What follows belongs to an exercise in optimizing a design on an open flow for small area, a short achievable clock period and few clock cycles; a production flow would make more cautious choices. The RTL was checked by simulation tests, not by an equivalence proof against the original design. Power is estimated from default activity; no workload was simulated.

build 56:
==> flow/design.v (excerpt) <==
module sic_engine (
    input  wire         clk,
    input  wire         rst,
    input  wire         cmd_valid,
    output wire         cmd_ready,
    input  wire [31:0]  cmd_word,
    input  wire [63:0]  cmd_opnd,
    input  wire [127:0] cmd_iv,
    input  wire [7:0]   cmd_iv_len,
    input  wire [63:0]  cmd_in_len,
    input  wire [63:0]  cmd_out_cap,
    output reg          done,
    output reg  [63:0]  result,
    output reg  [2:0]   err,
    input  wire         in_valid,
    output wire         in_ready,
    input  wire [7:0]   in_data,
    output wire         out_valid,
    input  wire         out_ready,
    output wire [7:0]   out_data,
    output wire         bc_req_valid,
    input  wire         bc_req_ready,
    output reg  [1:0]   bc_req_op,
    output wire [127:0] bc_req_block,
    input  wire         bc_rsp_valid,
    input  wire         bc_rsp_err,
    input  wire [127:0] bc_rsp_data
);
Size: about 3100 cells after synthesis, roughly 670 flip-flops, ~34000 um^2 of cells after synthesis.
==> flow/config.mk <==
export PLATFORM = sky130hd
export DESIGN_NAME = sic_engine
export DESIGN_NICKNAME = sic_engine
export VERILOG_FILES = /design/flow/design.v
export SDC_FILE = /design/flow/constraint.sdc
export NUM_CORES = 4
export LEC_CHECK = 0
export CAP_MARGIN = 20
export CORE_MARGIN = 2
export CORE_UTILIZATION = 55
export SLEW_MARGIN = 20
export TNS_END_PERCENT = 0
==> flow/constraint.sdc <==
create_clock -name core_clock -period 10.0 [get_ports {clk}]
set_input_delay 2.0000 -clock core_clock [delete_from_list [all_inputs] [get_ports {clk}]]
set_output_delay 2.0000 -clock core_clock [all_outputs]
set_load 0.01 [all_outputs]
standard.sh (not shown) runs the stock make flow with config.mk's settings and CLKGATE_MAP_FILE= SYNTH_SCRIPT=/design/flow/synth_recipe.tcl, a recipe that flattens the netlist after the stock synthesis.
==> flow/flow/run.sh <==
#!/bin/bash
# Own layout flow: the standard layout (standard.sh, standard synthesis
# unchanged), with a tighter setup-repair target for the resizer and the
# smallest buffer cell on the ports.  make's full output goes to
# standard_flow.log; each ORFS step keeps its own log under orfs/logs.
set -euo pipefail
cd "$(dirname "$0")/.."
bash standard.sh SETUP_SLACK_MARGIN=6.6 \
    'BUFFER_PORTS_ARGS=-buffer_cell sky130_fd_sc_hd__buf_1' \
    finish > standard_flow.log 2>&1
Build 56 finished end to end and its layout was clean on timing, DRC and antenna.
Testbench counts of build 56, summed over its fixed seeds: cycles 76,932.
diff inputs: build 56 => build 66
- CTS_CLUSTER_DIAMETER: unset -> 80
- CORE_UTILIZATION: 55 -> 65
- CTS_CLUSTER_SIZE: unset -> 22
Notes after the runs:
- | build 66 | all stages done | FAIL | max-capacitance violations, max-slew violations |
- Build 66 vs build 56, height of the die went down by 20 um.
- Of build 56 and build 66, the lower die area belongs to build 66.
- Going from build 56 to build 66, total power of the final layout shrank by 10%; setup slack of the worst register-to-register path shrank by 1.17 ns; total non-filler cell area in the finished layout shrank by 1.7%; number of cells on the critical path shrank by 6.
- Build 66 vs. build 56: initial antenna violation count climbed 7, width of the die dropped 7.9%, wire length climbed 15%, storage element area barely changed.
For build 62, these inputs were changed with respect to build 66:
- swapping 65 for 60 in CORE_UTILIZATION
- clearing CTS_CLUSTER_SIZE, which used to be 22
- clearing CTS_CLUSTER_DIAMETER, which used to be 80
-- flow/flow/run.sh --
<<< build 66, line 6
set -euo pipefail
cd "$(dirname "$0")/.."
bash standard.sh SETUP_SLACK_MARGIN=6.6 \
    'BUFFER_PORTS_ARGS=-buffer_cell sky130_fd_sc_hd__buf_1' \
    finish > standard_flow.log 2>&1
>>> build 62, line 6
set -euo pipefail
cd "$(dirname "$0")/.."
bash standard.sh SETUP_SLACK_MARGIN=6.2 \
    'BUFFER_PORTS_ARGS=-buffer_cell sky130_fd_sc_hd__buf_1' \
    finish > standard_flow.log 2>&1
==> results.txt <==
Per the comparison of build 62 with build 66, share of flip-flops with an asynchronous set or reset after synthesis neither gained nor lost much, DRC violation count after routing ~0 delta, internal power of the cells went up 0.68 mW.
No crash in build 62: every stage finished, but the layout fails its final checks due to antenna violations.
NOTE post-detailed-routing wire length build 66->build 62 decreased by a few percent
Going from build 66 to build 62, wire length of the first global-routing pass shrank by a few percent.
Largest fanout on the critical path was lower in build 66 than in build 62.
Input-level comparison between build 37 and build 62:
- CORE_UTILIZATION now 55, was 60
Findings:
Build 37 completed end to end with timing, DRC and antenna clean. | highest ir drop seen on vdd | higher: build 62 |. Looking only at antenna violation net count after detailed routing, and setting everything else aside, the lower value of build 62 and build 37 goes to build 37. Detailed placement HPWL ends up lower on build 62. Diff build 62 -> build 37 | cell area | up slightly. Looking at critical path capture point, the spec_ok$_DFFE_PP_ result is from build 37; the result[30]$_DFF_P_ one comes from build 62. In the tables for build 62 and build 37, count of clock-buffer cells in the layout reads lower with build 37.

========
v5:
Starting RTL as in the previous note.
==> flow/config.mk <==
export PLATFORM = sky130hd
export DESIGN_NAME = sic_engine
export DESIGN_NICKNAME = sic_engine
export VERILOG_FILES = /design/flow/design.v
export SDC_FILE = /design/flow/constraint.sdc
export NUM_CORES = 4
export LEC_CHECK = 0
export CAP_MARGIN = 20
export CORE_MARGIN = 2
export CORE_UTILIZATION = 65
export SLEW_MARGIN = 20
export TNS_END_PERCENT = 0
==> flow/constraint.sdc <==
create_clock -name core_clock -period 10.0 [get_ports {clk}]
set_input_delay 2.0000 -clock core_clock [delete_from_list [all_inputs] [get_ports {clk}]]
set_output_delay 2.0000 -clock core_clock [all_outputs]
set_load 0.01 [all_outputs]
==> flow/flow/run.sh <==
#!/bin/bash
# Own layout flow: the standard layout (standard.sh, standard synthesis
# unchanged), with a tighter setup-repair target for the resizer and the
# smallest buffer cell on the ports.  make's full output goes to
# standard_flow.log; each ORFS step keeps its own log under orfs/logs.
set -euo pipefail
cd "$(dirname "$0")/.."
bash standard.sh SETUP_SLACK_MARGIN=6.3 \
    'BUFFER_PORTS_ARGS=-buffer_cell sky130_fd_sc_hd__buf_1' \
    finish > standard_flow.log 2>&1
Both conditions hold for v5: the flow ran to the end and the final layout passed the timing, DRC and antenna checks.
Testbench counts of v5, summed over its fixed seeds: cycles 76,932.
The following lists how v16 was set up differently from v5:
- a change of CORE_UTILIZATION from 65 to 55
diff --git a/flow/flow/run.sh b/flow/flow/run.sh
--- a/flow/flow/run.sh
+++ b/flow/flow/run.sh
@@ -7,3 +7,3 @@
 cd "$(dirname "$0")/.."
-bash standard.sh SETUP_SLACK_MARGIN=6.3 \
+bash standard.sh SETUP_SLACK_MARGIN=6.4 \
     'BUFFER_PORTS_ARGS=-buffer_cell sky130_fd_sc_hd__buf_1' \
==> comparison <==
For the source-to-sink clock delay at the later pin of the worst-skew pair, v16 came in 0.05 ns lower than v5 did. Part of the power in the clock network: v16 vs v5 up 2.1 points. Going from v5 to v16, the ratio of final minimum period to clock period was found to have gone down by 5.6 points. Aggregate routed wire length went down by more than 10% going from v5 to v16. Relative to v5, proportion of power drawn by combinational gates decreased by 1.6 points in v16.

what the ideal ports hide:
In the flow no input, the clock included, has a driving cell. The finished layouts below were timed again as built, in two steps. Step 1 (the two cells are an assumption about what drives the block):
set clk [get_ports {clk}]
set_driving_cell -lib_cell sky130_fd_sc_hd__clkbuf_16 $clk
set_driving_cell -lib_cell sky130_fd_sc_hd__buf_2 [delete_from_list [all_inputs] $clk]
Step 2, shift: input delay + t, output delay - t, t = (earliest + latest rising clock arrival at the registers) / 2. This alone moves slack from input paths to output paths. Slacks: ideal ports / drivers / drivers and shift; pairs: ideal ports / drivers.
run	shift t [ns]	slack for setup (ns)	worst hold slack (ns)
build 56	0.665	6.095 / 6.095 / 5.456	0.477 / 0.477 / 0.477
build 66	0.692	4.921 / 4.921 / 4.921	0.472 / 0.472 / 0.472
build 62	0.696	5.107 / 5.107 / 5.107	0.466 / 0.466 / 0.466
build 37	0.667	6.053 / 6.079 / 5.421	0.476 / 0.476 / 0.476
v5	0.685	5.533 / 5.533 / 5.245	0.463 / 0.463 / 0.463
v16	0.665	6.095 / 6.095 / 5.456	0.477 / 0.477 / 0.477
